This design comes from an exercise in tuning for small area on the open sky130 flow, not from production work.
Where RTL was checked, it was by simulation tests only, not by an equivalence proof against the original.
The RTL of runs 2 and 5 was laid out without a check of its function.
No activity file was given, so power comes from the tool's default toggle rates.

==> design/flow/design.v <==
module xn_catalog (
    output wire [32*48-1:0] words
);
    assign words[ 0*48 +: 48] = {2'd2, 1'b1, 1'b0, 1'b0, 8'h00, 1'b0, 4'd0, 1'b0, 8'h00, 1'b0, 3'd0, 8'd0, 8'd255, 1'b0};  
    assign words[ 1*48 +: 48] = {2'd3, 1'b0, 1'b1, 1'b1, 8'h40, 1'b1, 4'd0, 1'b0, 8'h00, 1'b0, 3'd0, 8'd0, 8'd255, 1'b1};  
    assign words[ 2*48 +: 48] = {2'd3, 1'b1, 1'b0, 1'b1, 8'h63, 1'b0, 4'd2, 1'b1, 8'h21, 1'b0, 3'd0, 8'd0, 8'd255, 1'b1};  
    assign words[ 3*48 +: 48] = {2'd3, 1'b1, 1'b0, 1'b1, 8'h62, 1'b0, 4'd1, 1'b1, 8'h22, 1'b0, 3'd0, 8'd30, 8'd255, 1'b1};  
    assign words[ 4*48 +: 48] = {2'd3, 1'b1, 1'b0, 1'b1, 8'h62, 1'b0, 4'd1, 1'b1, 8'h23, 1'b0, 3'd0, 8'd0, 8'd29, 1'b1};  
    assign words[ 5*48 +: 48] = {2'd3, 1'b1, 1'b0, 1'b1, 8'hE4, 1'b0, 4'd2, 1'b1, 8'h10, 1'b1, 3'd4, 8'd30, 8'd255, 1'b1};  
    assign words[ 6*48 +: 48] = {2'd3, 1'b1, 1'b0, 1'b1, 8'h52, 1'b0, 4'd1, 1'b0, 8'h00, 1'b0, 3'd0, 8'd0, 8'd29, 1'b1};  
    assign words[ 7*48 +: 48] = {2'd3, 1'b1, 1'b0, 1'b1, 8'h52, 1'b0, 4'd2, 1'b0, 8'h00, 1'b0, 3'd0, 8'd30, 8'd255, 1'b1};  
    assign words[ 8*48 +: 48] = {2'd3, 1'b1, 1'b0, 1'b1, 8'h21, 1'b0, 4'd0, 1'b1, 8'h80, 1'b0, 3'd0, 8'd30, 8'd255, 1'b1};  
    assign words[ 9*48 +: 48] = {2'd3, 1'b1, 1'b0, 1'b1, 8'h21, 1'b0, 4'd1, 1'b0, 8'h00, 1'b0, 3'd0, 8'd0, 8'd29, 1'b1};  
    assign words[10*48 +: 48] = {2'd0, 1'b1, 1'b0, 1'b0, 8'h00, 1'b0, 4'd0, 1'b0, 8'h00, 1'b0, 3'd0, 8'd0, 8'd255, 1'b0};  
    assign words[11*48 +: 48] = {2'd3, 1'b1, 1'b0, 1'b1, 8'hF6, 1'b0, 4'd15, 1'b1, 8'h00, 1'b0, 3'd0, 8'd0, 8'd255, 1'b1};  
    assign words[12*48 +: 48] = {2'd3, 1'b0, 1'b1, 1'b1, 8'h61, 1'b0, 4'd0, 1'b1, 8'h01, 1'b0, 3'd0, 8'd0, 8'd255, 1'b1};  
    assign words[13*48 +: 48] = {2'd3, 1'b0, 1'b1, 1'b1, 8'h61, 1'b0, 4'd0, 1'b1, 8'h00, 1'b0, 3'd0, 8'd0, 8'd255, 1'b1};  
    assign words[14*48 +: 48] = {2'd3, 1'b0, 1'b1, 1'b1, 8'h81, 1'b0, 4'd0, 1'b1, 8'h00, 1'b0, 3'd0, 8'd0, 8'd255, 1'b1};  
    assign words[15*48 +: 48] = {2'd3, 1'b1, 1'b0, 1'b1, 8'h42, 1'b0, 4'd2, 1'b0, 8'h00, 1'b0, 3'd0, 8'd0, 8'd255, 1'b1};  
    assign words[16*48 +: 48] = {2'd3, 1'b1, 1'b0, 1'b1, 8'hE4, 1'b0, 4'd4, 1'b1, 8'h00, 1'b1, 3'd4, 8'd0, 8'd255, 1'b1};  
    assign words[17*48 +: 48] = {2'd3, 1'b1, 1'b0, 1'b1, 8'hE4, 1'b0, 4'd5, 1'b1, 8'h20, 1'b1, 3'd3, 8'd36, 8'd255, 1'b1};  
    assign words[18*48 +: 48] = {2'd3, 1'b1, 1'b0, 1'b1, 8'h70, 1'b1, 4'd0, 1'b0, 8'h00, 1'b0, 3'd0, 8'd0, 8'd255, 1'b1};  
    assign words[19*48 +: 48] = {2'd3, 1'b1, 1'b0, 1'b1, 8'hA0, 1'b1, 4'd0, 1'b1, 8'h55, 1'b0, 3'd0, 8'd0, 8'd255, 1'b1};  
    assign words[20*48 +: 48] = {2'd3, 1'b1, 1'b0, 1'b1, 8'h93, 1'b0, 4'd1, 1'b0, 8'h00, 1'b0, 3'd0, 8'd0, 8'd255, 1'b1};  
    assign words[21*48 +: 48] = {2'd3, 1'b1, 1'b0, 1'b1, 8'h93, 1'b0, 4'd3, 1'b0, 8'h00, 1'b0, 3'd0, 8'd20, 8'd40, 1'b1};  
    assign words[22*48 +: 48] = {2'd3, 1'b1, 1'b0, 1'b1, 8'h94, 1'b0, 4'd2, 1'b1, 8'h01, 1'b0, 3'd0, 8'd0, 8'd40, 1'b1};  
    assign words[23*48 +: 48] = {2'd3, 1'b1, 1'b0, 1'b1, 8'h94, 1'b0, 4'd2, 1'b1, 8'h01, 1'b1, 3'd7, 8'd35, 8'd255, 1'b1};  
    assign words[24*48 +: 48] = {2'd3, 1'b1, 1'b0, 1'b1, 8'h95, 1'b0, 4'd1, 1'b1, 8'h33, 1'b0, 3'd0, 8'd0, 8'd255, 1'b1};  
    assign words[25*48 +: 48] = {2'd3, 1'b1, 1'b0, 1'b1, 8'h95, 1'b0, 4'd2, 1'b0, 8'h00, 1'b0, 3'd0, 8'd0, 8'd255, 1'b1};  
    assign words[26*48 +: 48] = {2'd3, 1'b1, 1'b0, 1'b1, 8'hF5, 1'b0, 4'd15, 1'b0, 8'h00, 1'b0, 3'd0, 8'd0, 8'd255, 1'b1};  
    assign words[27*48 +: 48] = {2'd3, 1'b1, 1'b0, 1'b1, 8'h61, 1'b0, 4'd0, 1'b1, 8'h02, 1'b0, 3'd0, 8'd0, 8'd255, 1'b1};  
    assign words[28*48 +: 48] = {2'd3, 1'b1, 1'b0, 1'b1, 8'h61, 1'b0, 4'd0, 1'b1, 8'h80, 1'b1, 3'd1, 8'd0, 8'd255, 1'b1};  
    assign words[29*48 +: 48] = {2'd3, 1'b1, 1'b0, 1'b1, 8'h63, 1'b0, 4'd2, 1'b1, 8'h10, 1'b1, 3'd4, 8'd20, 8'd255, 1'b1};  
    assign words[30*48 +: 48] = {2'd3, 1'b1, 1'b0, 1'b1, 8'h40, 1'b1, 4'd0, 1'b0, 8'h00, 1'b0, 3'd0, 8'd0, 8'd29, 1'b1};  
    assign words[31*48 +: 48] = {2'd3, 1'b1, 1'b0, 1'b1, 8'h40, 1'b1, 4'd0, 1'b1, 8'hC0, 1'b1, 3'd2, 8'd30, 8'd255, 1'b1};  
endmodule
module xn_decoder #(
    parameter integer TSW      = 16,
    parameter [7:0]   VER_INIT = 8'd30
) (
    input  wire             clk,
    input  wire             rst,
    input  wire             in_valid,
    input  wire [7:0]       in_byte,
    input  wire [TSW-1:0]   in_ts,
    input  wire             ver_wr,
    input  wire [7:0]       ver_wdata,
    input  wire             discard,
    output reg              out_valid,
    output wire             out_ok,
    output wire [2:0]       out_reason,
    output wire [7:0]       out_call_raw,
    output wire [TSW-1:0]   out_call_ts,
    output wire             out_cf_valid,
    output wire [2:0]       out_kind,
    output wire [4:0]       out_addr,
    output wire             out_bcast,
    output wire             out_def_valid,
    output wire [4:0]       out_def,
    output wire             out_hdr_valid,
    output wire [7:0]       out_hdr,
    output wire             out_id_valid,
    output wire [7:0]       out_id,
    output wire [3:0]       out_payload_len,
    output wire [15*8-1:0]  out_payload,
    output wire             out_checksum_valid,
    output wire [4:0]       out_raw_len,
    output wire [18*8-1:0]  out_raw,
    output wire             diag_ambiguous,
    output reg  [2:0]       st,
    output reg  [2:0]       fr
);
    localparam integer NDEF   = 32;
    localparam integer BUFCAP = 18;
    localparam [2:0] S_WAIT_CALL = 3'd0, S_WAIT_HDR = 3'd1, S_WAIT_ID = 3'd2,
                     S_WAIT_DATA = 3'd3, S_EMIT = 3'd5, S_FAIL = 3'd6;
    localparam [2:0] K_SEND = 3'd0, K_RESEND = 3'd1, K_FRAMED = 3'd2,
                     K_BPOLL = 3'd3, K_UNKNOWN = 3'd4;
    localparam [2:0] R_NONE = 3'd0, R_PARITY = 3'd1, R_UNCLASS = 3'd2,
                     R_NOMATCH = 3'd3, R_AMBIG = 3'd4, R_CHECKSUM = 3'd5;
    wire [NDEF*48-1:0] cat;
    xn_catalog u_cat (.words(cat));
    wire       c_var   [0:NDEF-1];
    wire [3:0] c_n     [0:NDEF-1];
    wire       c_idv   [0:NDEF-1];
    wire       c_ck    [0:NDEF-1];
    genvar g;
    generate
        for (g = 0; g < NDEF; g = g + 1) begin : g_cat
            assign c_var[g] = cat[g*48 + 34];
            assign c_n[g]   = cat[g*48 + 30 +: 4];
            assign c_idv[g] = cat[g*48 + 29];
            assign c_ck[g]  = cat[g*48 + 0];
        end
    endgenerate
    reg  [4:0]          vcl;       
    reg  [7:0]          cf_raw;    
    reg  [TSW-1:0]      cf_ts;     
    reg  [BUFCAP*8-1:0] buf_q;     
    reg  [4:0]          len;
    wire [7:0]          xacc = buf_q[(BUFCAP-1)*8 +: 8];
    reg  [4:0]          sel;
    function [4:0] vclass;
        input [7:0] v;
        vclass = {v >= 8'd41, v >= 8'd36, v >= 8'd35, v >= 8'd30, v >= 8'd20};
    endfunction
    wire [4:0] vcl_n  = ver_wr ? vclass(ver_wdata) : vcl;
    wire [2:0] st_e   = discard ? S_WAIT_CALL : st;
    wire       is_hdr = (st_e == S_WAIT_HDR);
    wire       is_id  = (st_e == S_WAIT_ID);
    wire       is_dat = (st_e == S_WAIT_DATA);
    wire       framed_byte = is_hdr | is_id | is_dat;
    wire [7:0] b      = in_byte;
    wire [3:0] nib    = buf_q[3:0];
    wire [4:0] len_s  = len + 5'd1;
    wire [7:0] xsum   = xacc ^ b;
    wire ge20 = vcl_n[0];
    wire ge30 = vcl_n[1];
    wire ge35 = vcl_n[2];
    wire ge36 = vcl_n[3];
    wire ge41 = vcl_n[4];
    function [3:0] classify;    
        input [7:0] c;
        reg pv, bc;
        begin
            pv = ((c[0] ^ c[3]) ^ (c[1] ^ c[4])) ^ ((c[2] ^ c[5]) ^ c[6]);
            bc = (c[4:0] == 5'd0);
            if      (c[6:5] == 2'b10 && pv)        classify = {1'b1, K_SEND};
            else if (c[6:5] == 2'b00 && pv && !bc) classify = {1'b1, K_RESEND};
            else if (c[6:5] == 2'b01 && pv && bc)  classify = {1'b1, K_BPOLL};
            else if (c[6:5] == 2'b11 && bc)        classify = {1'b1, K_FRAMED};
            else if (c[6:5] == 2'b11 && pv)        classify = {1'b1, K_FRAMED};
            else if (c[6:5] == 2'b01 && pv)        classify = {1'b1, K_UNKNOWN};
            else if (!pv)                          classify = {1'b0, R_PARITY};
            else                                   classify = {1'b0, R_UNCLASS};
        end
    endfunction
    wire [3:0] cls_in = classify(b);
    wire [3:0] cls_cf = classify(cf_raw);
    wire       cf_bc  = (cf_raw[4:0] == 5'd0);
    function [4:0] flen;
        input [4:0] s;
        input [3:0] nb;
        flen = 5'd1 + {4'd0, c_idv[s]} + {1'b0, (c_var[s] ? nb : c_n[s])} + {4'd0, c_ck[s]};
    endfunction
    reg       h_fail, h_amb, h_id;
    reg [4:0] h_sel;
    always @(*) begin
        h_fail = 1'b0; h_amb = 1'b0; h_id = 1'b0; h_sel = 5'd0;
        if (cf_bc) begin
            casez (b)
                8'h4?: h_sel = 5'd1;
                8'h61, 8'h81: h_id = 1'b1;
                default: h_fail = 1'b1;
            endcase
        end else begin
            casez (b)
                8'h63, 8'h62, 8'hE4, 8'h21, 8'hF6, 8'h42, 8'hA?, 8'h94, 8'h95, 8'h61, 8'h4?:
                       h_id = 1'b1;
                8'h52: h_sel = ge30 ? 5'd7 : 5'd6;
                8'h7?: h_sel = 5'd18;
                8'h93: begin h_sel = 5'd20;
                             if (ge20 && !ge41) begin h_fail = 1'b1; h_amb = 1'b1; end end
                8'hF5: h_sel = 5'd26;
                default: h_fail = 1'b1;
            endcase
        end
    end
    wire [7:0] h0 = buf_q[7:0];
    reg       i_fail, i_amb;
    reg [4:0] i_sel;
    always @(*) begin
        i_fail = 1'b0; i_amb = 1'b0; i_sel = 5'd0;
        if (cf_bc) begin
            if (h0 == 8'h61) begin
                if (b == 8'h01) i_sel = 5'd12; else if (b == 8'h00) i_sel = 5'd13; else i_fail = 1'b1;
            end else begin    
                i_sel = 5'd14; if (b != 8'h00) i_fail = 1'b1;
            end
        end else begin
            casez (h0)
                8'h63: if (b == 8'h21) i_sel = 5'd2; else if (b[7:4] == 4'h1) i_sel = 5'd29; else i_fail = 1'b1;
                8'h62: if (b == 8'h22) i_sel = 5'd3; else if (b == 8'h23) i_sel = 5'd4; else i_fail = 1'b1;
                8'hE4: if (b[7:4] == 4'h1) i_sel = 5'd5; else if (b[7:4] == 4'h0) i_sel = 5'd16;
                       else if (b[7:5] == 3'd1) i_sel = 5'd17; else i_fail = 1'b1;
                8'h21: i_sel = (b == 8'h80) ? 5'd8 : 5'd9;
                8'hF6: begin i_sel = 5'd11; if (b != 8'h00) i_fail = 1'b1; end
                8'h42: begin i_sel = 5'd15; if (b[7:6] == 2'b11 && ge30) begin i_fail = 1'b1; i_amb = 1'b1; end end
                8'hA?: begin i_sel = 5'd19; if (b != 8'h55) i_fail = 1'b1; end
                8'h94: if (b == 8'h00) i_sel = 5'd23; else if (b == 8'h01) i_sel = 5'd22; else i_fail = 1'b1;
                8'h95: i_sel = (b == 8'h33) ? 5'd24 : 5'd25;
                8'h61: if (b == 8'h02) i_sel = 5'd27; else if (b[7]) i_sel = 5'd28; else i_fail = 1'b1;
                default: i_sel = (b[7:6] == 2'b11 && ge30) ? 5'd31 : 5'd30;    
            endcase
        end
    end
    reg        p_none, p_amb;
    reg [4:0]  p_d;
    always @(*) begin
        p_none = 1'b0; p_amb = 1'b0; p_d = sel;
        case (sel)
            5'd8:  p_d = ge30 ? 5'd8 : 5'd9;
            5'd15: p_amb = !ge30;
            5'd22: if (ge41) p_d = 5'd23; else if (ge35) p_amb = 1'b1;
            5'd24: p_amb = 1'b1;
            5'd3, 5'd5, 5'd7, 5'd31: p_none = !ge30;
            5'd4, 5'd6, 5'd9, 5'd30: p_none = ge30;
            5'd17: p_none = !ge36;
            5'd23: p_none = !ge35;
            5'd29: p_none = !ge20;
            default: p_none = 1'b0;
        endcase
    end
    wire [3:0] dl_sel  = c_var[sel] ? nib : c_n[sel];
    wire       idv_sel = c_idv[sel];
    reg [2:0] n_st, n_fr;
    reg       n_valid;
    reg       do_proc, fail;
    reg [2:0] fr_code;
    reg [4:0] n_sel;
    always @(*) begin
        n_st = st_e;
        n_fr = discard ? R_NONE : fr;
        n_valid = 1'b0;
        n_sel = sel;
        do_proc = 1'b0; fail = 1'b0; fr_code = R_NOMATCH;
        if (in_valid) begin
            if (!framed_byte) begin
                n_fr = R_NONE;
                if (!cls_in[3]) begin
                    n_valid = 1'b1;
                    n_fr = cls_in[2:0];
                    n_st = S_FAIL;
                end else if (cls_in[2:0] == K_FRAMED) begin
                    n_st = S_WAIT_HDR;
                end else begin
                    n_valid = 1'b1;
                    n_st = S_EMIT;
                end
            end else if (is_hdr) begin
                n_sel = h_sel;
                if (h_fail) begin
                    fail = 1'b1; fr_code = h_amb ? R_AMBIG : R_NOMATCH;
                end else if (h_id)
                    n_st = S_WAIT_ID;
                else
                    n_st = S_WAIT_DATA;     
            end else if (is_id) begin
                n_sel = i_sel;
                if (i_fail) begin
                    fail = 1'b1; fr_code = i_amb ? R_AMBIG : R_NOMATCH;
                end else if (i_sel == 5'd30 && nib == 4'd0)
                    do_proc = 1'b1;           
                else
                    n_st = S_WAIT_DATA;
            end else begin
                do_proc = (len == {1'b0, dl_sel} + {4'd0, idv_sel} + 5'd1);
            end
            if (do_proc) begin
                if (is_dat) n_sel = p_d;
                if (is_dat ? p_none : ge30) begin
                    fail = 1'b1; fr_code = R_NOMATCH;
                end else if (is_dat && p_amb) begin
                    fail = 1'b1; fr_code = R_AMBIG;
                end else if (xsum != 8'd0) begin    
                    fail = 1'b1; fr_code = R_CHECKSUM;
                end else begin
                    n_valid = 1'b1;
                    n_st = S_EMIT;
                    n_fr = R_NONE;
                end
            end
            if (fail) begin
                n_valid = 1'b1;
                n_st = S_FAIL;
                n_fr = fr_code;
            end
        end
    end
    always @(posedge clk) begin
        if (rst) begin
            st        <= S_WAIT_CALL;
            fr        <= R_NONE;
            vcl       <= vclass(VER_INIT);
            out_valid <= 1'b0;
        end else begin
            st        <= n_st;
            fr        <= n_fr;
            vcl       <= vcl_n;
            out_valid <= n_valid;
        end
    end
    integer k;
    always @(posedge clk) begin
        if (in_valid && !framed_byte) begin
            cf_raw <= b;
            cf_ts  <= in_ts;
        end
        if (in_valid) begin
            len  <= framed_byte ? len_s : 5'd0;
            sel  <= n_sel;
        end
        for (k = 0; k < BUFCAP - 1; k = k + 1)
            if (in_valid && framed_byte && len == k)
                buf_q[k*8 +: 8] <= b;
        if (in_valid && framed_byte)
            buf_q[(BUFCAP-1)*8 +: 8] <= (is_hdr || len == BUFCAP - 1) ? b : xsum;
    end
    wire cf_framed = cls_cf[3] && (cls_cf[2:0] == K_FRAMED);
    wire idv_o = idv_sel;
    assign out_ok             = (st == S_EMIT);
    assign out_checksum_valid = out_ok;
    assign out_reason         = fr;
    assign diag_ambiguous     = (fr == R_AMBIG);
    assign out_call_raw       = cf_raw;
    assign out_call_ts        = cf_ts;
    assign out_cf_valid       = cls_cf[3];
    assign out_kind           = cls_cf[3] ? cls_cf[2:0] : 3'd0;
    assign out_addr           = cf_raw[4:0];
    assign out_bcast          = cf_bc;
    assign out_def_valid      = (out_ok && cf_framed) || (fr == R_CHECKSUM);
    assign out_def            = sel;
    assign out_hdr_valid      = out_def_valid;
    assign out_hdr            = buf_q[7:0];
    assign out_id_valid       = out_def_valid && idv_o;
    assign out_id             = buf_q[15:8];
    assign out_payload_len    = out_def_valid ? dl_sel : 4'd0;
    assign out_payload        = idv_o ? buf_q[16 +: 120] : buf_q[8 +: 120];
    assign out_raw_len        = len;
    assign out_raw            = buf_q;
endmodule
==> design/flow/flow/run.sh <==
#!/bin/bash
# Standard ORFS layout (the standard.sh) with: port buffers made of the
# smallest buffer cell (every port still gets one), and a clock tree built
# without dummy load cells. ORFS writes each step's log under orfs/logs;
# make's output goes to standard.log.
set -euo pipefail
export BUFFER_PORTS_ARGS="-buffer_cell sky130_fd_sc_hd__buf_1"
export CTS_ARGS="-sink_clustering_enable -repair_clock_nets -dont_use_dummy_load -buf_list {sky130_fd_sc_hd__clkbuf_4 sky130_fd_sc_hd__clkbuf_8} -sink_clustering_size 12"
bash standard.sh > standard.log 2>&1
==> design/flow/standard.sh <==
#!/bin/bash
# synth_recipe.tcl (not shown) runs the flow's synth.tcl, then flattens the netlist and writes it again
# the make line also repeats each setting of config.mk as NAME=value (left out here)
make -C /OpenROAD-flow-scripts/flow DESIGN_CONFIG=/design/flow/config.mk WORK_HOME=/design/flow/orfs CLKGATE_MAP_FILE= SYNTH_SCRIPT=/design/flow/synth_recipe.tcl "${@:-finish}"
==> design/flow/config.mk <==
export PLATFORM = sky130hd
export DESIGN_NAME = xn_decoder
export DESIGN_NICKNAME = xn_decoder
export VERILOG_FILES = /design/flow/design.v
export SDC_FILE = /design/flow/constraint.sdc
export NUM_CORES = 4
export LEC_CHECK = 0
export CAP_MARGIN = 0
export CORE_MARGIN = 2
export CORE_UTILIZATION = 70
export SLEW_MARGIN = 0
==> design/flow/constraint.sdc <==
create_clock -name core_clock -period 12.0 [get_ports {clk}]
set_input_delay 2.4000 -clock core_clock [delete_from_list [all_inputs] [get_ports {clk}]]
set_output_delay 2.4000 -clock core_clock [all_outputs]
set_load 0.01 [all_outputs]
==> reports/metrics.cfg, run 1 <==
[worst_setup_path]
critical_path.top_delay_family = buffers and inverters
cp-startpoint = sel[2]
crit_type = register to output pin
startpoint_type = register
path_cells = nor2b_1 -> nand2_1 -> and3_1 -> o22ai_4 -> buf_4 -> buf_4 -> mux2_2 -> buf_1
cp_common_cell = buf_4
r2r_start = sel[2]
critPathBufInv = 3
timing.rr.end = sel[2]
path_depth = 8
arrival_ns = 4.33
crit_path_max_fanout = 87
required_ns = 9.60
r2r_cells = 12
end_kind = output pin
slowest_stage = buf_4
crit_end = out_payload[100]
reg2reg_slack_ns = 7.66
slowest_delay_ns = 0.82

[synth]
ys_top_cells_by_count = edfxtp_1 (178), mux2_2 (123), nor2_1 (60)
synthCells = 840
synth_area_leaders = edfxtp_1 (53%), mux2_2 (14%), dfxtp_1 (2.4%)
synth_fa_ha_area_frac = 0.008618
yosysWarnings = 1
syn_avg_cell_area_um2 = 12.10
synth_xor_area_frac = 0.03102
synth_nets = 884
synth.yosys.seq_area_share = 0.5496
synth.most_common_cell = edfxtp_1
synth_top_family_by_area = simple AND/OR/NAND/NOR gates
dominantRegCellSynth = edfxtp_1
yosys.area.top_type = edfxtp_1
synth.top_cell.area_share = 0.5259
synth-simple-area-share = 0.1456
synth_edf_count = 178
yosysUniqueCellTypes = 74
synth_compound_area_frac = 0.08113
async_flop_share = 0
syn_area_mm2 = 0.01016
ys_seq_elements = 190
synth.mux.area_fraction = 0.1392

[power_and_ir_drop]
p_total_uw = 1448
p_per_area_mw_per_mm2 = 123.2
p_sw_uw = 427.2
p_sw_frac = 0.2950
max-vdd-ir-drop_mv = 0.09381
internal-power_uw = 1021
comb_power_share = 0.249
seq_power_share = 0.531
power_leakage_uw = 0.003812
p_clk_frac = 0.220

[placement]
gp_congestion = 0.9497
port_buffers = 380
hpwl_um = 22640
pre_cts_ws_ns = 5.852
post_dp_cell_area_mm2 = 0.01151

[clock_tree]
clockRootBuffer = clkbuf_8
postCtsSetupBuffers = 0
cts_buffers = 17
hold_buffers = 0
clkTransAtPathRegs_ns = 0.07
cts.sinks = 190
cts_max_level = 4
cts_max_path_buffers = 2
clk_latency_ns = 0.46
cts_tree = yes
ctsResizeCount = 0

[grt]
grt_use_total = 0.4002
grt_pass1_wl_um = 47500
antenna_found_initial = 0
grt_pass1_vias = 7946
overflow = 0
grt_max_degree = 88

[job]
max-cap-violations = 0

[sta]
hold_viol = 0
tns_ns = 0
grt_setup_unrepaired = false
period_minus_slack_ns = 6.734
finalSetupViolations = 0
final_max_slew_viol_count = 0
max_freq_mhz = 148.5
finalCritPeriodShare = 0.5611
tightest_slew_ns = 1.147
setup_ws_ns = 5.266
skew_ns = 0.02377
relSlewSlack = 0.2295

[die]
core-area_mm2 = 0.01437
ios = 381
dieArea_mm2 = 0.01550
initial_utilization = 0.7073
dieWidth_um = 124.5
die_h_um = 124.5
row_count = 44

[layout]
finish.utilization = 0.8177
synthToLayoutAreaGrowth_pct = 15.60
drive_above_1_share = 0.1494
design_area_mm2 = 0.01175
fill_cells = 822
multiInputGateArea_mm2 = 0.004139
n_antenna_cell = 0
fin_nets = 1217
final-seq-area_mm2 = 0.005585

[routing]
via_per_inst = 6.545
drc = 0
ant_nets = 0
routedWlPerCell_um = 23.53
dr_total_vias = 8868
routed_wl_um = 31890
drt_iter0_drc = 1086
firstDrtPassIters = 6

[hold_path]
whs_path_depth = 2
worstHoldPathType = register to register

[outcome]
status = no timing/DRC/antenna violations

## power by group through the flow
| stage | registers [µW] | clock network [µW] | logic (µW) |
|---|---|---|---|
| after global routing | 771 | 337 | 383 |
| final | 768 | 319 | 361 |
| after global placement | 781 | 0 | 342 |
| after detailed placement | 782 | 0 | 353 |
| after CTS | 767 | 315 | 356 |
| after floorplan | 774 | 0 | 255 |
## routing by layer
metal  GRT usage  vias up  share of wire
met5           0        -              0
met4      0.1699        0          0.046
met3     0.07517      110          0.093
met2      0.6606      672           0.49
met1      0.5244     4284           0.37
li1            -     3802              -
## layout make-up
type	instances	share of cell area
flip-flops and latches	190	0.4754
well taps	184	0.01960
inverters	17	0.005431
repair buffers	388	0.1274
clock buffers	17	0.01991
multi-input cells	559	0.3523
## tightest hold or removal path: stages (launching register included)
cell and delay (ns):
dfxtp_1 0.34, inv_1 0.09, o22ai_1 0.07
## cell usage in the layout, fill, tap and decap left out, drive strengths merged, types with 5 or more instances in the layout
| cell | instances |
|---|---|
| nor2 | 60 |
| and2 | 14 |
| nor3 | 21 |
| xor2 | 12 |
| mux2 | 123 |
| buf | 380 |
| edfxtp | 178 |
| clkbuf | 25 |
| nand4 | 10 |
| nand2 | 56 |
| o21ai | 20 |
| inv | 16 |
| a31oi | 7 |
| o31ai | 5 |
| nand3 | 24 |
| nand3b | 6 |
| xnor2 | 24 |
| nor4b | 5 |
| nor2b | 19 |
| ha | 7 |
| dfxtp | 12 |
| nor4 | 10 |
| and3 | 11 |
| a21oi | 22 |
| a211oi | 6 |
| nand2b | 13 |
| o22ai | 7 |
## flip-flops by register name, summed over array words and instances (netlist names)
signal	count
buf_q	144
cf_ts	16
cf_raw	8
len	5
sel	5
vcl	5
fr	3
st	3
out_valid	1
## worst min path at each step
stage | start | end | slack [ns]
after floorplan | fr[1] | fr[1] | 0.52
after global placement | fr[1] | fr[1] | 0.52
after detailed placement | fr[1] | fr[1] | 0.54
after CTS | fr[1] | fr[1] | 0.56
after global routing | fr[1] | fr[1] | 0.59
final | fr[1] | fr[1] | 0.55
## through the flow
step | hold slack [ns] | std cells
after floorplan | 0.5181 | 840
after CTS | 0.5560 | 1355
after global placement | 0.5193 | 1338
after global routing | 0.5871 | 1355
after detailed placement | 0.5395 | 1338
final | 0.5490 | 1355
## cell families (layout without fill, tap and decap cells)
kind of cell             after synthesis  count (layout)
flip-flops                           190             190
XOR/XNOR                              36              36
buffers and inverters                 91             422
AND/OR/NAND/NOR                      275             275
multiplexers                         126             126
AO/OA/AOI/OAI                        115             115
adder cells (fa/ha/maj)                7               7
==> inputs of run 2 (changes only) <==
--- a/design/flow/design.v
+++ b/design/flow/design.v
@@ -293,5 +293,5 @@
     integer k;
     always @(posedge clk) begin
-        if (in_valid && !framed_byte) begin
+        if (!framed_byte) begin
             cf_raw <= b;
             cf_ts  <= in_ts;
@@ -302,5 +302,5 @@
         end
         for (k = 0; k < BUFCAP - 1; k = k + 1)
-            if (in_valid && framed_byte && len == k)
+            if (len == k)
                 buf_q[k*8 +: 8] <= b;
         if (in_valid && framed_byte)
==> run 2 against run 1 <==
Against the previous run: wire length increased by 12%; first-iteration DRC count grew 35%; global-route usage increased by 4.3 points; critical endpoint is now out_payload[35]; setup slack got worse by 0.079 ns; via count is 4.0% higher; highest routed layer is now met5; combinational power up 46%; total power rose by 14%.
==> reports/metrics.cfg, run 2 <==
[sta]
tightest_slew_ns = 1.410  ; was 1.147 ns
period_minus_slack_ns = 6.812  ; was 6.734 ns
relSlewSlack = 0.05271  ; was 0.2295
hold_viol = 0  ; unchanged
tns_ns = 0  ; unchanged
finalCritPeriodShare = 0.5677  ; was 0.5611
max_freq_mhz = 146.8  ; was 148.5 MHz
grt_setup_unrepaired = false  ; unchanged
finalSetupViolations = 0  ; unchanged
final_max_slew_viol_count = 0  ; unchanged
skew_ns = 0.02596  ; was 0.02377 ns

[power_and_ir_drop]
comb_power_share = 0.319  ; was 0.249
p_sw_frac = 0.3323  ; was 0.2950
p_clk_frac = 0.196  ; was 0.220
p_sw_uw = 549.9  ; was 427.2 µW
max-vdd-ir-drop_mv = 0.09911  ; was 0.09381 mV
p_per_area_mw_per_mm2 = 139.4  ; was 123.2 mW/mm²
p_total_uw = 1655  ; was 1448 µW
internal-power_uw = 1105  ; was 1021 µW
seq_power_share = 0.485  ; was 0.531
power_leakage_uw = 0.003889  ; was 0.003812 µW

[worst_setup_path]
crit_type = register to output pin  ; unchanged
critical_path.top_delay_family = buffers and inverters  ; unchanged
slowest_delay_ns = 0.98  ; was 0.82 ns
end_kind = output pin  ; unchanged
startpoint_type = register  ; unchanged
critPathBufInv = 2  ; was 3
slowest_stage = buf_4  ; unchanged
crit_path_max_fanout = 90  ; was 87
path_cells = nand2b_1 -> nor2_1 -> a21oi_1 -> o221ai_4 -> buf_4 -> mux2_2 -> buf_1  ; was nor2b_1 -> nand2_1 -> and3_1 -> o22ai_4 -> buf_4 -> buf_4 -> mux2_2 -> buf_1
arrival_ns = 4.41  ; was 4.33 ns
required_ns = 9.60  ; about the same

[layout]
largest_register = buf_q  ; unchanged
drive_above_1_share = 0.1516  ; was 0.1494
fin_nets = 1220  ; was 1217
synthToLayoutAreaGrowth_pct = 15.16  ; was 15.60%
n_antenna_cell = 0  ; unchanged
multiInputGateArea_mm2 = 0.004287  ; was 0.004139 mm²
final-seq-area_mm2 = 0.005585  ; unchanged
reg.largest.list = buf_q (144), cf_ts (16), cf_raw (8)  ; unchanged
final_common_cell = buf_1  ; unchanged
final_cell_mix = buf_1 (374), edfxtp_1 (178), mux2_2 (125), nor2_1 (59), nand2_1 (48)  ; was buf_1 (372), edfxtp_1 (178), mux2_2 (123), nor2_1 (59), nand2_1 (56)
fill_cells = 846  ; was 822
largest_register_ffs = 144  ; unchanged

[clock_tree]
cts_max_level = 4  ; unchanged
postCtsSetupBuffers = 0  ; unchanged
cts.sinks = 190  ; unchanged
clkTransAtPathRegs_ns = 0.07  ; about the same
cts_buffers = 17  ; unchanged
cts_max_path_buffers = 2  ; unchanged
clk_latency_ns = 0.47  ; was 0.46 ns
ctsResizeCount = 0  ; unchanged
cts_tree = yes  ; unchanged
clockRootBuffer = clkbuf_8  ; unchanged
hold_buffers = 0  ; unchanged

[die]
core-area_mm2 = 0.01448  ; was 0.01437 mm²
die_h_um = 125.4  ; was 124.5 µm
ios = 381  ; unchanged
row_count = 44  ; unchanged
initial_utilization = 0.7120  ; was 0.7073
dieWidth_um = 125.4  ; was 124.5 µm
dieArea_mm2 = 0.01571  ; was 0.01550 mm²

[synth]
synth_edf_count = 178  ; unchanged
synth.yosys.seq_area_share = 0.5418  ; was 0.5496
ys_top_cells_by_count = edfxtp_1 (178), mux2_2 (125), nor2_1 (59)  ; was edfxtp_1 (178), mux2_2 (123), nor2_1 (60)
dominantRegCellSynth = edfxtp_1  ; unchanged
synth_area_leaders = edfxtp_1 (52%), mux2_2 (14%), xnor2_1 (2.6%)  ; was edfxtp_1 (53%), mux2_2 (14%), dfxtp_1 (2.4%)
async_flop_share = 0  ; unchanged
syn_avg_cell_area_um2 = 12.21  ; was 12.10 µm²
ys_seq_elements = 190  ; unchanged
synthCells = 844  ; was 840
yosysUniqueCellTypes = 85  ; was 74
synth.most_common_cell = edfxtp_1  ; unchanged
yosysWarnings = 1  ; unchanged
synth.top_cell.area_share = 0.5185  ; was 0.5259
syn_area_mm2 = 0.01031  ; was 0.01016 mm²
synth_nets = 888  ; was 884
yosys.area.top_type = edfxtp_1  ; unchanged

[placement]
port_buffers = 380  ; unchanged
gp_congestion = 0.9918  ; was 0.9497
hpwl_um = 25180  ; was 22640 µm

[grt]
grt_max_degree = 91  ; was 88
grt_pass1_wl_um = 52360  ; was 47500 µm
grt_pass1_vias = 8334  ; was 7946
antenna_found_initial = 0  ; unchanged
grt_use_total = 0.4436  ; was 0.4002
overflow = 0  ; unchanged

[routing]
routedWlPerCell_um = 26.37  ; was 23.53 µm
routed_wl_um = 35810  ; was 31890 µm
drc = 0  ; unchanged
dr_total_vias = 9222  ; was 8868
firstDrtPassIters = 6  ; unchanged
drt_iter0_drc = 1461  ; was 1086
ant_nets = 0  ; unchanged
via_per_inst = 6.791  ; was 6.545

[job]
max-cap-violations = 0  ; unchanged

[hold_path]
worstHoldPathType = register to register  ; unchanged

[outcome]
status = no timing/DRC/antenna violations  ; unchanged

==> run 2: changes by cell type after synthesis, sizes merged, moves of 5 or more <==
cell	delta
xor2	-7
a21o	+5
xnor2	+7
o21ai	+9
inv	-5
nor2b	-9
nand2	-7
nand3	-9
==> run 2: worst paths after layout <==
kind / startpoint / slack [ns] / cells after the start / endpoint
worst max-delay path: sel[4] / 5.19 / 7 / out_payload[35]
worst min-delay path: st[2] / 0.56 / 1 / st[2]
worst max register to register: sel[4] / 6.38 / 16 / fr[0]
worst min register to register: st[2] / 0.56 / 1 / st[2]
==> run 2: worst reg2reg max path: cells and delay by family, from the launching register on <==
kind,cells,cell delay [ns]
buf+inv,2,1.06
fa+ha+maj,2,0.61
compound gates,6,1.83
simple gates,6,1.30
flops,1,0.72
==> run 2: power by group through the flow <==
stage	Sequential, µW	Clock [µW]	Combinational (µW)
CTS	800	321	519
global placement	812	0	494
floorplan	802	0	365
finish	802	325	527
global route	805	345	555
detailed placement	814	0	511
==> run 2: cell families after synthesis <==
| family | share of synthesized area |
|---|---|
| AOI/OAI and AO/OA | 0.08703 |
| xor gates and xnor gates | 0.03059 |
| adders and majority gates | 0.008496 |
| buffers and inverters | 0.04406 |
| DFF | 0.5418 |
| muxes | 0.1433 |
| and+or+nand+nor | 0.1447 |
==> run 2: cell type report <==
cell class | instances | share of cell area
Sequential cell | 190 | 0.4705
Multi-Input combinational cell | 567 | 0.3611
Timing Repair Buffer | 387 | 0.1252
Clock buffer | 17 | 0.01971
Tap cell | 184 | 0.01939
Inverter | 13 | 0.004110
==> run 2: per-stage QoR <==
| step | utilization | worst slack, ns | instances | hold slack (ns) | cell area [µm²] |
|---|---|---|---|---|---|
| 6_report | 0.8199 | 5.188 | 1358 | 0.5646 | 11870 |
| 3_5_place_dp | 0.8038 | 5.841 | 1341 | 0.5338 | 11640 |
| 3_3_place_gp | 0.8038 | 5.979 | 1341 | 0.5161 | 11640 |
| 5_1_grt | 0.8199 | 4.990 | 1358 | 0.5825 | 11870 |
| 2_1_floorplan | - | 6.995 | 844 | 0.4822 | 10310 |
| 4_1_cts | 0.8199 | 5.318 | 1358 | 0.5482 | 11870 |
==> run 2: metal layers <==
layer | GRT usage | up-vias | part of all wire
li1 | - | 3832 | -
met1 | 0.5627 | 4350 | 0.33
met2 | 0.7177 | 874 | 0.47
met3 | 0.1374 | 164 | 0.14
met4 | 0.1725 | 2 | 0.052
met5 | 0.03406 | - | 0.0020
==> inputs of run 3 (changes only) <==
--- a/design/flow/design.v
+++ b/design/flow/design.v
@@ -293,5 +293,5 @@
     integer k;
     always @(posedge clk) begin
-        if (!framed_byte) begin
+        if (in_valid && !framed_byte) begin
             cf_raw <= b;
             cf_ts  <= in_ts;
@@ -302,5 +302,5 @@
         end
         for (k = 0; k < BUFCAP - 1; k = k + 1)
-            if (len == k)
+            if (in_valid && framed_byte && len == k)
                 buf_q[k*8 +: 8] <= b;
         if (in_valid && framed_byte)
--- a/design/flow/config.mk
+++ b/design/flow/config.mk
@@ -6,6 +6,6 @@
 export NUM_CORES = 4
 export LEC_CHECK = 0
-export CAP_MARGIN = 0
+export CAP_MARGIN = 20
 export CORE_MARGIN = 2
 export CORE_UTILIZATION = 70
-export SLEW_MARGIN = 0
+export SLEW_MARGIN = 20
==> run 3 against run 2 <==
Against the previous run: still clean; register-to-register slack improved by 1.3 ns; area after synthesis is 1.4% lower; clock power is 2% lower; clock skew is 0.0011 ns higher; sequential cell count stayed put; synthesized cell count shrank 0.47%; wire length shrank 11%; maximum frequency increased by 1.1%; critical path type unchanged; critical endpoint is now out_payload[100].
==> reports/metrics.cfg, run 3 <==
[outcome]
status = no timing/DRC/antenna violations  ; unchanged

[worst_setup_path]
startpoint_type = register  ; unchanged
end_kind = output pin  ; unchanged
r2r_cells = 12  ; was 16
cp_common_cell = buf_4
slowest_stage = buf_4  ; unchanged
required_ns = 9.60  ; about the same
crit_type = register to output pin  ; unchanged
crit_path_max_fanout = 87  ; was 90
arrival_ns = 4.34  ; was 4.41 ns
path_cells = nor2b_1 -> nand2_1 -> and3_1 -> o22ai_4 -> buf_4 -> buf_4 -> mux2_2 -> buf_1  ; was nand2b_1 -> nor2_1 -> a21oi_1 -> o221ai_4 -> buf_4 -> mux2_2 -> buf_1
slowest_delay_ns = 0.82  ; was 0.98 ns

[synth]
syn_avg_cell_area_um2 = 12.10  ; was 12.21 µm²
synth_compound_area_frac = 0.08113  ; was 0.08703
dominantRegCellSynth = edfxtp_1  ; unchanged
synthCells = 840  ; was 844
yosysWarnings = 1  ; unchanged
yosysUniqueCellTypes = 74  ; was 85
synth.mux.area_fraction = 0.1392  ; was 0.1433
synth.top_cell.area_share = 0.5259  ; was 0.5185
syn_area_mm2 = 0.01016  ; was 0.01031 mm²
async_flop_share = 0  ; unchanged
synth-simple-area-share = 0.1456  ; was 0.1447
synth_xor_area_frac = 0.03102  ; was 0.03059
ys_seq_elements = 190  ; unchanged
synth_nets = 884  ; was 888
synth.most_common_cell = edfxtp_1  ; unchanged
synth_top_family_by_area = simple AND/OR/NAND/NOR gates  ; unchanged
yosys.area.top_type = edfxtp_1  ; unchanged
synth_area_leaders = edfxtp_1 (53%), mux2_2 (14%), dfxtp_1 (2.4%)  ; was edfxtp_1 (52%), mux2_2 (14%), xnor2_1 (2.6%)
synth.yosys.seq_area_share = 0.5496  ; was 0.5418
synth_fa_ha_area_frac = 0.008618  ; was 0.008496
synth_edf_count = 178  ; unchanged
ys_top_cells_by_count = edfxtp_1 (178), mux2_2 (123), nor2_1 (60)  ; was edfxtp_1 (178), mux2_2 (125), nor2_1 (59)

[clock_tree]
cts_max_path_buffers = 2  ; unchanged
cts_max_level = 4  ; unchanged
clockRootBuffer = clkbuf_8  ; unchanged
clk_latency_ns = 0.47  ; about the same
clkTransAtPathRegs_ns = 0.07  ; about the same
postCtsSetupBuffers = 0  ; unchanged
hold_buffers = 0  ; unchanged
cts.sinks = 190  ; unchanged
cts_buffers = 17  ; unchanged
cts_tree = yes  ; unchanged
ctsResizeCount = 0  ; unchanged

[sta]
finalSetupViolations = 0  ; unchanged
skew_ns = 0.02702  ; was 0.02596 ns
tightest_slew_ns = 1.062  ; was 1.410 ns
max_freq_mhz = 148.4  ; was 146.8 MHz
tns_ns = 0  ; unchanged
period_minus_slack_ns = 6.738  ; was 6.812 ns
relSlewSlack = 0.2917  ; was 0.05271
setup_ws_ns = 5.262  ; was 5.188 ns
finalCritPeriodShare = 0.5615  ; was 0.5677
final_max_slew_viol_count = 0  ; unchanged
hold_viol = 0  ; unchanged
holdWs_ns = 0.5489  ; was 0.5646 ns
grt_setup_unrepaired = false  ; unchanged

[power_and_ir_drop]
p_sw_uw = 428.3  ; was 549.9 µW
power_leakage_uw = 0.003819  ; was 0.003889 µW
comb_power_share = 0.249  ; was 0.319
p_sw_frac = 0.2955  ; was 0.3323
max-vdd-ir-drop_mv = 0.09331  ; was 0.09911 mV
p_clk_frac = 0.220  ; was 0.196
seq_power_share = 0.531  ; was 0.485
p_per_area_mw_per_mm2 = 123.1  ; was 139.4 mW/mm²
p_total_uw = 1449  ; was 1655 µW
internal-power_uw = 1021  ; was 1105 µW

[job]
max-cap-violations = 0  ; unchanged

[layout]
largest_register_ffs = 144  ; unchanged
multiInputGateArea_mm2 = 0.004159  ; was 0.004287 mm²
fin_nets = 1217  ; was 1220
final_common_cell = buf_1  ; unchanged
drive_above_1_share = 0.1520  ; was 0.1516
reg.largest.list = buf_q (144), cf_ts (16), cf_raw (8)  ; unchanged
fill_cells = 822  ; was 846
n_antenna_cell = 0  ; unchanged
final_cell_mix = buf_1 (372), edfxtp_1 (178), mux2_2 (123), nor2_1 (59), nand2_1 (56)  ; was buf_1 (374), edfxtp_1 (178), mux2_2 (125), nor2_1 (59), nand2_1 (48)
synthToLayoutAreaGrowth_pct = 15.79  ; was 15.16%
final-seq-area_mm2 = 0.005585  ; unchanged
largest_register = buf_q  ; unchanged

[grt]
grt_max_degree = 88  ; was 91
grt_pass1_wl_um = 47500  ; was 52360 µm
overflow = 0  ; unchanged
grt_use_total = 0.4002  ; was 0.4436
grt_pass1_vias = 7946  ; was 8334
antenna_found_initial = 0  ; unchanged

[hold_path]
worstHoldPathType = register to register  ; unchanged
whs_path_depth = 2  ; was 1

[routing]
drc = 0  ; unchanged
routed_wl_um = 31920  ; was 35810 µm
routedWlPerCell_um = 23.56  ; was 26.37 µm
via_per_inst = 6.477  ; was 6.791
drt_iter0_drc = 1109  ; was 1461
firstDrtPassIters = 8  ; was 6
ant_nets = 0  ; unchanged
dr_total_vias = 8776  ; was 9222

[die]
die_h_um = 124.5  ; was 125.4 µm
ios = 381  ; unchanged
dieArea_mm2 = 0.01550  ; was 0.01571 mm²
row_count = 44  ; unchanged
core-area_mm2 = 0.01437  ; was 0.01448 mm²
initial_utilization = 0.7073  ; was 0.7120
dieWidth_um = 124.5  ; was 125.4 µm

[placement]
pre_cts_ws_ns = 5.852  ; was 5.841 ns
hpwl_um = 22640  ; was 25180 µm
gp_congestion = 0.9497  ; was 0.9918
port_buffers = 380  ; unchanged

run 3: cell count changes in the layout (fill, tap and decap cells not counted), sizes merged, moves of 7 or more:
| cell | delta |
|---|---|
| nand3 | +9 |
| nor2b | +9 |
| o21ai | -9 |
| nand2 | +7 |
| xnor2 | -7 |
| xor2 | +7 |
run 3: path summary, 6_finish.rpt:
check | slack [ns] | endpoint | start
max reg2reg | 7.66 | sel[2] | sel[2]
max | 5.26 | out_payload[100] | sel[2]
min reg2reg | 0.55 | fr[1] | fr[1]
min | 0.55 | fr[1] | fr[1]
run 3: worst max-delay path: cells and delay by family, from the launching register on:
| family | cells | cell delay (ns) |
|---|---|---|
| buffers and inverters | 3 | 1.34 |
| flip-flops | 1 | 0.79 |
| AO/OA/AOI/OAI | 1 | 0.57 |
| multiplexers | 1 | 0.46 |
| AND/OR/NAND/NOR | 3 | 0.62 |
run 3: logic make-up (layout without fill, tap and decap cells):
group / count (synthesis) / in the layout
buffers and inverters: 91 / 422
AND/OR/NAND/NOR: 275 / 275
XOR/XNOR: 36 / 36
flip-flops: 190 / 190
AO/OA/AOI/OAI: 115 / 115
multiplexers: 126 / 126
adder cells (fa/ha/maj): 7 / 7
run 3: power by group through the flow:
stage	Combinational (µW)	Sequential [µW]	Clock, µW
2_1_floorplan	255	774	0
3_3_place_gp	342	781	0
3_5_place_dp	353	782	0
4_1_cts	356	767	315
5_1_grt	384	771	337
6_report	361	769	319
run 3: metrics by stage:
stage / instance area, µm² / cells / util
3_3_place_gp: 11510 / 1338 / 0.8014
6_report: 11770 / 1355 / 0.8191
2_1_floorplan: 10160 / 840 / -
3_5_place_dp: 11510 / 1338 / 0.8014
5_1_grt: 11770 / 1355 / 0.8191
4_1_cts: 11750 / 1355 / 0.8177
run 3: final cells by class:
cell class                 count  area share
multi-input combinational    559      0.3534
tap                          184     0.01956
inverter                      17    0.005422
clock buffer                  17     0.01988
timing repair buffer         388      0.1272
sequential                   190      0.4746
run 3: metal layers:
layer / share of wire / GRT usage
met2: 0.49 / 0.6606
met5: 0 / 0
met1: 0.37 / 0.5244
met4: 0.046 / 0.1699
met3: 0.095 / 0.07517
==> inputs of run 4 (changes only) <==
--- a/design/flow/flow/run.sh
+++ b/design/flow/flow/run.sh
@@ -6,4 +6,4 @@
 set -euo pipefail
 export BUFFER_PORTS_ARGS="-buffer_cell sky130_fd_sc_hd__buf_1"
-export CTS_ARGS="-sink_clustering_enable -repair_clock_nets -dont_use_dummy_load -buf_list {sky130_fd_sc_hd__clkbuf_4 sky130_fd_sc_hd__clkbuf_8} -sink_clustering_size 12"
+export CTS_ARGS="-sink_clustering_enable -repair_clock_nets -dont_use_dummy_load -buf_list {sky130_fd_sc_hd__clkbuf_16} -sink_clustering_size 30 -sink_clustering_max_diameter 60"
 bash standard.sh > standard.log 2>&1
==> run 4 against run 3 <==
Against the previous run: still clean on timing, DRC and antenna; sequential power is essentially flat; setup slack gained 0.033 ns; clock power grew 43%; clock-buffer cell count is the same; register-to-register slack is essentially flat; combinational power is essentially flat; utilization grew 1.3 points; maximum frequency grew 0.50%.
==> reports/metrics.cfg, run 4 <==
[routing]
dr_total_vias = 8918  ; was 8776
via_per_inst = 6.582  ; was 6.477
routedWlPerCell_um = 23.90  ; was 23.56 µm
drc = 0  ; unchanged
routed_wl_um = 32390  ; was 31920 µm
firstDrtPassIters = 6  ; was 8
ant_nets = 0  ; unchanged
drt_iter0_drc = 1175  ; was 1109

[worst_setup_path]
slowest_delay_ns = 0.83  ; was 0.82 ns
required_ns = 9.60  ; about the same
critical_path.top_delay_family = buffers and inverters  ; unchanged
crit_type = register to output pin  ; unchanged
cp_common_cell = buf_4  ; unchanged
arrival_ns = 4.31  ; was 4.34 ns
critPathBufInv = 3  ; unchanged
reg2reg_slack_ns = 7.65  ; was 7.66 ns
r2r_start = sel[2]  ; unchanged
slowest_stage = buf_4  ; unchanged
crit_path_max_fanout = 87  ; unchanged
end_kind = output pin  ; unchanged
timing.rr.end = sel[2]  ; unchanged
startpoint_type = register  ; unchanged
path_cells = nor2b_1 -> nand2_1 -> and3_1 -> o22ai_4 -> buf_4 -> buf_4 -> mux2_2 -> buf_1  ; unchanged
r2r_cells = 12  ; unchanged

[placement]
post_dp_cell_area_mm2 = 0.01151  ; unchanged
hpwl_um = 22640  ; unchanged
port_buffers = 380  ; unchanged
gp_congestion = 0.9497  ; unchanged

[layout]
n_antenna_cell = 0  ; unchanged
reg.largest.list = buf_q (144), cf_ts (16), cf_raw (8)  ; unchanged
synthToLayoutAreaGrowth_pct = 17.63  ; was 15.79%
final_common_cell = buf_1  ; unchanged
final_cell_mix = buf_1 (372), edfxtp_1 (178), mux2_2 (123), nor2_1 (59), nand2_1 (56)  ; unchanged
largest_register = buf_q  ; unchanged
design_area_mm2 = 0.01196  ; was 0.01177 mm²
fin_nets = 1217  ; unchanged
drive_above_1_share = 0.1512  ; was 0.1520
largest_register_ffs = 144  ; unchanged

[synth]
async_flop_share = 0  ; unchanged
synth.most_common_cell = edfxtp_1  ; unchanged
syn_area_mm2 = 0.01016  ; unchanged
yosys.area.top_type = edfxtp_1  ; unchanged
synth_area_leaders = edfxtp_1 (53%), mux2_2 (14%), dfxtp_1 (2.4%)  ; unchanged
yosysUniqueCellTypes = 74  ; unchanged
synth_nets = 884  ; unchanged
syn_avg_cell_area_um2 = 12.10  ; unchanged
ys_top_cells_by_count = edfxtp_1 (178), mux2_2 (123), nor2_1 (60)  ; unchanged
yosysWarnings = 1  ; unchanged
ys_seq_elements = 190  ; unchanged
dominantRegCellSynth = edfxtp_1  ; unchanged
synth.top_cell.area_share = 0.5259  ; unchanged
synthCells = 840  ; unchanged
synth.yosys.seq_area_share = 0.5496  ; unchanged
synth_edf_count = 178  ; unchanged

[grt]
grt_use_total = 0.4086  ; was 0.4002
grt_pass1_wl_um = 48260  ; was 47500 µm
overflow = 0  ; unchanged
antenna_found_initial = 0  ; unchanged
grt_pass1_vias = 8101  ; was 7946
grt_max_degree = 88  ; unchanged

[hold_path]
whs_path_depth = 2  ; unchanged
worstHoldPathType = register to register  ; unchanged
min_to = fr[1]  ; unchanged
hp-start = fr[1]  ; unchanged

[outcome]
status = no timing/DRC/antenna violations  ; unchanged

[clock_tree]
cts.sinks = 190  ; unchanged
cts_max_path_buffers = 2  ; unchanged
ctsResizeCount = 0  ; unchanged
clkTransAtPathRegs_ns = 0.06  ; was 0.07 ns
cts_buffers = 17  ; unchanged
clk_latency_ns = 0.44  ; was 0.47 ns
cts_max_level = 4  ; unchanged
hold_buffers = 0  ; unchanged
clockRootBuffer = clkbuf_16  ; was clkbuf_8
cts_tree = yes  ; unchanged
postCtsSetupBuffers = 0  ; unchanged

[sta]
relSlewSlack = 0.2604  ; was 0.2917
max_freq_mhz = 149.1  ; was 148.4 MHz
skew_ns = 0.01619  ; was 0.02702 ns
grt_setup_unrepaired = false  ; unchanged
period_minus_slack_ns = 6.705  ; was 6.738 ns
tns_ns = 0  ; unchanged
final_max_slew_viol_count = 0  ; unchanged
finalCritPeriodShare = 0.5588  ; was 0.5615
hold_viol = 0  ; unchanged
tightest_slew_ns = 1.101  ; was 1.062 ns
finalSetupViolations = 0  ; unchanged

[power_and_ir_drop]
p_per_area_mw_per_mm2 = 133.0  ; was 123.1 mW/mm²
max-vdd-ir-drop_mv = 0.09287  ; was 0.09331 mV
power_leakage_uw = 0.003904  ; was 0.003819 µW

[die]
dieWidth_um = 124.5  ; unchanged
ios = 381  ; unchanged
core-area_mm2 = 0.01437  ; unchanged
dieArea_mm2 = 0.01550  ; unchanged
die_h_um = 124.5  ; unchanged
initial_utilization = 0.7073  ; unchanged
row_count = 44  ; unchanged

[job]
max-cap-violations = 0  ; unchanged

## run 4: cell families after synthesis
logic type	Yosys count	share of synthesized area
multiplexers	126	0.1392
flip-flops	190	0.5496
AO/OA/AOI/OAI	115	0.08113
adder cells (fa/ha/maj)	7	0.008617
buffers and inverters	91	0.04481
XOR/XNOR	36	0.03102
AND/OR/NAND/NOR	275	0.1456
## run 4: worst max-delay path by stage
stage / start / end / slack [ns] / cells after the start
after floorplan: sel[4] / out_payload[100] / 6.95 / 9
final: sel[2] / out_payload[100] / 5.29 / 8
after CTS: sel[2] / out_payload[100] / 5.38 / 8
after global placement: sel[2] / out_payload[100] / 6.00 / 8
after global routing: sel[2] / out_payload[100] / 5.12 / 8
after detailed placement: sel[2] / out_payload[100] / 5.85 / 8
## run 4: area by class of cell
class	count	area, µm²
timing repair buffer	388	1496
multi-input combinational	559	4154
tap	184	230.2
inverter	17	63.81
fill	783	2414
sequential	190	5585
clock buffer	17	425.4
## run 4: per-stage QoR
| stage | instances | power [µW] | util | setup WS, ns | hold slack (ns) |
|---|---|---|---|---|---|
| 2_1_floorplan | 840 | 1029 | - | 6.949 | 0.5181 |
| 3_3_place_gp | 1338 | 1123 | 0.8014 | 6.004 | 0.5193 |
| 3_5_place_dp | 1338 | 1135 | 0.8014 | 5.852 | 0.5395 |
| 4_1_cts | 1355 | 1579 | 0.8310 | 5.375 | 0.5536 |
| 5_1_grt | 1355 | 1638 | 0.8320 | 5.120 | 0.5843 |
| 6_report | 1355 | 1590 | 0.8320 | 5.295 | 0.5459 |
## run 4: power by group
group / total, µW / switching [µW] / internal, µW
Sequential: 770 / 26.9 / 743
Combinational: 363 / 210 / 153
Clock: 457 / 211 / 246
Total: 1590 / 448 / 1140
## run 4: worst reg2reg max path: cells and delay by family, from the launching register on
family,cells,cell delay [ns]
simple gates,6,1.52
compound gates,2,0.86
flops,1,0.78
fa+ha+maj,2,0.50
mux,1,0.38
buf+inv,1,0.05
## run 4: per-layer routing
layer / share of wire / vias up / track usage / wire length [µm]
li1: - / 3804 / - / -
met5: 0 / - / 0 / 0
met1: 0.37 / 4285 / 0.5247 / 12010
met4: 0.052 / 0 / 0.2003 / 1695
met2: 0.48 / 704 / 0.6638 / 15690
met3: 0.093 / 125 / 0.08935 / 2996
==> inputs of run 5 (changes only) <==
--- a/design/flow/design.v
+++ b/design/flow/design.v
@@ -101,4 +101,5 @@
     wire [7:0]          xacc = buf_q[(BUFCAP-1)*8 +: 8];
     reg  [4:0]          sel;
+    reg                 pay2, pay1;   
     function [4:0] vclass;
         input [7:0] v;
@@ -291,4 +292,9 @@
         end
     end
+    wire pay2_n = is_dat && c_idv[sel] && !(sel == 5'd8 && !ge30);
+    always @(posedge clk) begin
+        pay2 <= pay2_n;
+        pay1 <= !pay2_n;
+    end
     integer k;
     always @(posedge clk) begin
@@ -323,8 +329,8 @@
     assign out_hdr_valid      = out_def_valid;
     assign out_hdr            = buf_q[7:0];
-    assign out_id_valid       = out_def_valid && idv_o;
+    assign out_id_valid       = out_def_valid && pay2;
     assign out_id             = buf_q[15:8];
     assign out_payload_len    = out_def_valid ? dl_sel : 4'd0;
-    assign out_payload        = idv_o ? buf_q[16 +: 120] : buf_q[8 +: 120];
+    assign out_payload        = (buf_q[8 +: 120] | {120{pay2}}) & (buf_q[16 +: 120] | {120{pay1}});
     assign out_raw_len        = len;
     assign out_raw            = buf_q;
--- a/design/flow/flow/run.sh
+++ b/design/flow/flow/run.sh
@@ -6,4 +6,4 @@
 set -euo pipefail
 export BUFFER_PORTS_ARGS="-buffer_cell sky130_fd_sc_hd__buf_1"
-export CTS_ARGS="-sink_clustering_enable -repair_clock_nets -dont_use_dummy_load -buf_list {sky130_fd_sc_hd__clkbuf_16} -sink_clustering_size 30 -sink_clustering_max_diameter 60"
+export CTS_ARGS="-sink_clustering_enable -repair_clock_nets -dont_use_dummy_load -buf_list {sky130_fd_sc_hd__clkbuf_4 sky130_fd_sc_hd__clkbuf_8} -sink_clustering_size 12"
 bash standard.sh > standard.log 2>&1
--- a/design/flow/config.mk
+++ b/design/flow/config.mk
@@ -6,6 +6,6 @@
 export NUM_CORES = 4
 export LEC_CHECK = 0
-export CAP_MARGIN = 20
+export CAP_MARGIN = 0
 export CORE_MARGIN = 2
 export CORE_UTILIZATION = 70
-export SLEW_MARGIN = 20
+export SLEW_MARGIN = 0
==> run 5 against run 4 <==
Against the previous run: still clean on timing, DRC and antenna; total power decreased by 19%; critical path depth decreased by 1; clock power decreased by about 30%; non-clock buffer count decreased by 1; utilization decreased by 1.9 points; cell count increased by 1.8%; area after synthesis increased by 0.86%; setup slack improved by 1.3 ns; critical endpoint is now out_payload_len[0].
==> reports/metrics.cfg, run 5 <==
[power_and_ir_drop]
p_sw_uw = 342.1  ; was 447.6 µW
seq_power_share = 0.606  ; was 0.484
power_leakage_uw = 0.003672  ; was 0.003904 µW
p_per_area_mw_per_mm2 = 109.3  ; was 133.0 mW/mm²
comb_power_share = 0.145  ; was 0.229
p_sw_frac = 0.2667  ; was 0.2815
internal-power_uw = 940.4  ; was 1142 µW
p_clk_frac = 0.249  ; was 0.287
max-vdd-ir-drop_mv = 0.08039  ; was 0.09287 mV

[synth]
synth.yosys.seq_area_share = 0.5488  ; was 0.5496
yosysUniqueCellTypes = 87  ; was 74
synth_edf_count = 178  ; unchanged
ys_seq_elements = 192  ; was 190
syn_avg_cell_area_um2 = 11.61  ; was 12.10 µm²
syn_area_mm2 = 0.01025  ; was 0.01016 mm²
synth.most_common_cell = edfxtp_1  ; unchanged
synth_area_leaders = edfxtp_1 (52%), o22a_1 (10%), dfxtp_1 (2.7%)  ; was edfxtp_1 (53%), mux2_2 (14%), dfxtp_1 (2.4%)
async_flop_share = 0  ; unchanged
synthCells = 883  ; was 840
synth_nets = 927  ; was 884
ys_top_cells_by_count = edfxtp_1 (178), o22a_1 (121), nor2_1 (57)  ; was edfxtp_1 (178), mux2_2 (123), nor2_1 (60)
yosysWarnings = 1  ; unchanged
dominantRegCellSynth = edfxtp_1  ; unchanged
yosys.area.top_type = edfxtp_1  ; unchanged
synth.top_cell.area_share = 0.5214  ; was 0.5259

[hold_path]
worstHoldPathType = register to register  ; unchanged
hp-start = vcl[3]  ; was fr[1]

[die]
dieWidth_um = 125.0  ; was 124.5 µm
core-area_mm2 = 0.01442  ; was 0.01437 mm²
initial_utilization = 0.7107  ; was 0.7073
ios = 381  ; unchanged
dieArea_mm2 = 0.01563  ; was 0.01550 mm²
row_count = 44  ; unchanged
die_h_um = 125.0  ; was 124.5 µm

[routing]
via_per_inst = 7.077  ; was 6.582
drc = 0  ; unchanged
routed_wl_um = 34940  ; was 32390 µm
firstDrtPassIters = 6  ; unchanged
dr_total_vias = 9759  ; was 8918
ant_nets = 0  ; unchanged
drt_iter0_drc = 1567  ; was 1175
routedWlPerCell_um = 25.33  ; was 23.90 µm

[sta]
skew_ns = 0.03834  ; was 0.01619 ns
finalCritPeriodShare = 0.4478  ; was 0.5588
final_max_slew_viol_count = 0  ; unchanged
grt_setup_unrepaired = false  ; unchanged
max_freq_mhz = 186.1  ; was 149.1 MHz
tns_ns = 0  ; unchanged
tightest_slew_ns = 1.225  ; was 1.101 ns
hold_viol = 0  ; unchanged
finalSetupViolations = 0  ; unchanged
relSlewSlack = 0.1822  ; was 0.2604
period_minus_slack_ns = 5.373  ; was 6.705 ns

[clock_tree]
cts_max_level = 4  ; unchanged
hold_buffers = 0  ; unchanged
clk_latency_ns = 0.47  ; was 0.44 ns
clockRootBuffer = clkbuf_8  ; was clkbuf_16
cts_tree = yes  ; unchanged
ctsResizeCount = 0  ; unchanged
clkTransAtPathRegs_ns = 0.09  ; was 0.06 ns
postCtsSetupBuffers = 0  ; unchanged
cts.sinks = 192  ; was 190
cts_max_path_buffers = 2  ; unchanged
cts_buffers = 17  ; unchanged

[layout]
fin_nets = 1241  ; was 1217
n_antenna_cell = 0  ; unchanged
reg.largest.list = buf_q (144), cf_ts (16), cf_raw (8)  ; unchanged
synthToLayoutAreaGrowth_pct = 14.45  ; was 17.63%
largest_register_ffs = 144  ; unchanged
final_common_cell = buf_1  ; unchanged
final_cell_mix = buf_1 (375), edfxtp_1 (178), o22a_1 (121), nor2_1 (56), nand2_1 (44)  ; was buf_1 (372), edfxtp_1 (178), mux2_2 (123), nor2_1 (59), nand2_1 (56)
largest_register = buf_q  ; unchanged
design_area_mm2 = 0.01173  ; was 0.01196 mm²
drive_above_1_share = 0.04519  ; was 0.1512

[worst_setup_path]
crit_path_max_fanout = 7  ; was 87
end_kind = output pin  ; unchanged
slowest_stage = a31oi_1  ; was buf_4
cp-startpoint = cf_raw[5]  ; was sel[2]
crit_type = register to output pin  ; unchanged
cp_common_cell = xnor2_1  ; was buf_4
slowest_delay_ns = 0.58  ; was 0.83 ns
path_cells = xor2_1 -> xnor2_1 -> xnor2_1 -> a21oi_1 -> a31oi_1 -> nor2_1 -> buf_1  ; was nor2b_1 -> nand2_1 -> and3_1 -> o22ai_4 -> buf_4 -> buf_4 -> mux2_2 -> buf_1
required_ns = 9.60  ; about the same
r2r_start = sel[1]  ; was sel[2]
startpoint_type = register  ; unchanged
arrival_ns = 2.97  ; was 4.31 ns

[placement]
gp_congestion = 1.001  ; was 0.9497
post_dp_cell_area_mm2 = 0.01150  ; was 0.01151 mm²
port_buffers = 380  ; unchanged
hpwl_um = 24990  ; was 22640 µm

[job]
max-cap-violations = 0  ; unchanged

[grt]
grt_pass1_wl_um = 52120  ; was 48260 µm
grt_use_total = 0.4361  ; was 0.4086
grt_pass1_vias = 8710  ; was 8101
antenna_found_initial = 0  ; unchanged
grt_max_degree = 108  ; was 88
overflow = 0  ; unchanged

[outcome]
status = no timing/DRC/antenna violations  ; unchanged

run 5: area by class of cell:
class	count	area (µm²)
Timing Repair Buffer	387	1485
Clock buffer	17	234.0
Tap cell	184	230.2
Sequential cell	192	5633
Multi-Input combinational cell	577	4068
Fill cell	881	2691
Inverter	22	82.58
run 5: layer usage:
layer	wire, µm	track usage	vias to the layer above
met5	0	0	-
met4	1715	0.2026	0
met3	4340	0.09628	162
met2	16560	0.6813	918
met1	12320	0.5922	4618
li1	-	-	4061
run 5: power groups by stage:
stage          sequential, µW  combinational [µW]  clock, µW
2_1_floorplan             780                 127          0
3_3_place_gp              790                 176          0
3_5_place_dp              791                 181          0
4_1_cts                   775                 182        316
5_1_grt                   779                 200        341
6_report                  777                 186        319
run 5: cells by family (layout without fill, tap and decap cells):
kind of cell / after synthesis / after routing / synth area share
buffers and inverters: 114 / 426 / 0.05468
and+or+nand+nor: 276 / 276 / 0.1544
DFF: 192 / 192 / 0.5488
adders and majority gates: 7 / 7 / 0.008543
muxes: 5 / 5 / 0.005248
xor gates and xnor gates: 34 / 34 / 0.02905
AOI/OAI and AO/OA: 255 / 255 / 0.1993
run 5: worst max-delay path: cells and delay by family (launching register included):
family	cells	cell delay, ns
compound gates	2	0.77
xor+xnor	3	0.88
buf+inv	1	0.17
flops	1	0.57
simple gates	1	0.14
run 5: worst paths after layout:
path | endpoint | slack [ns] | cells after the start
hold / removal | vcl[3] | 0.55 | 2
hold reg to reg | vcl[3] | 0.55 | 2
setup reg to reg | sel[3] | 7.21 | 14
setup / recovery | out_payload_len[0] | 6.63 | 7
run 5: per-stage QoR:
stage | hold WS [ns] | instances | power (µW) | utilization | worst slack, ns
final | 0.5451 | 1379 | 1282 | 0.8134 | 6.627
after global placement | 0.5224 | 1362 | 965.7 | 0.7972 | 6.545
after global routing | 0.5606 | 1379 | 1321 | 0.8134 | 6.524
after detailed placement | 0.5230 | 1362 | 971.4 | 0.7972 | 6.518
after floorplan | 0.4662 | 883 | 907.4 | - | 7.329
after CTS | 0.5426 | 1379 | 1274 | 0.8134 | 6.738

## what the ideal ports hide
No port has a modelled driver above. Below, the same layouts with a new extraction and two added sets of constraints. Step 1 (the two cells are an assumption about what drives the block):
set clk [get_ports {clk}]
set_driving_cell -lib_cell sky130_fd_sc_hd__clkbuf_16 $clk
set_driving_cell -lib_cell sky130_fd_sc_hd__buf_2 [delete_from_list [all_inputs] $clk]
Step 2 times the ports against the registers' clock, not the clock port: input delays grow and output delays shrink by t, the midpoint of the rising clock arrivals with the driver on. Slacks: ideal / step 1 / step 2; pairs: ideal / step 1.
run	shift t [ns]	slack for setup (ns)	hold slack, ns	clock arrival spread, ns
run 1	0.492	5.266 / 5.225 / 5.717	0.549 / 0.549 / 0.549	0.032 / 0.032
run 2	0.493	5.188 / 5.155 / 5.648	0.565 / 0.565 / 0.565	0.029 / 0.028
run 3	0.494	5.262 / 5.220 / 5.714	0.549 / 0.549 / 0.549	0.035 / 0.034
run 4	0.473	5.295 / 5.251 / 5.724	0.546 / 0.546 / 0.546	0.017 / 0.018
run 5	0.485	6.627 / 6.588 / 6.279	0.545 / 0.545 / 0.545	0.038 / 0.038
After both steps every run listed still meets setup and hold. For run 5, which loses most, drivers alone change the setup slack by -0.039 ns; drivers and shift together by -0.348 ns.
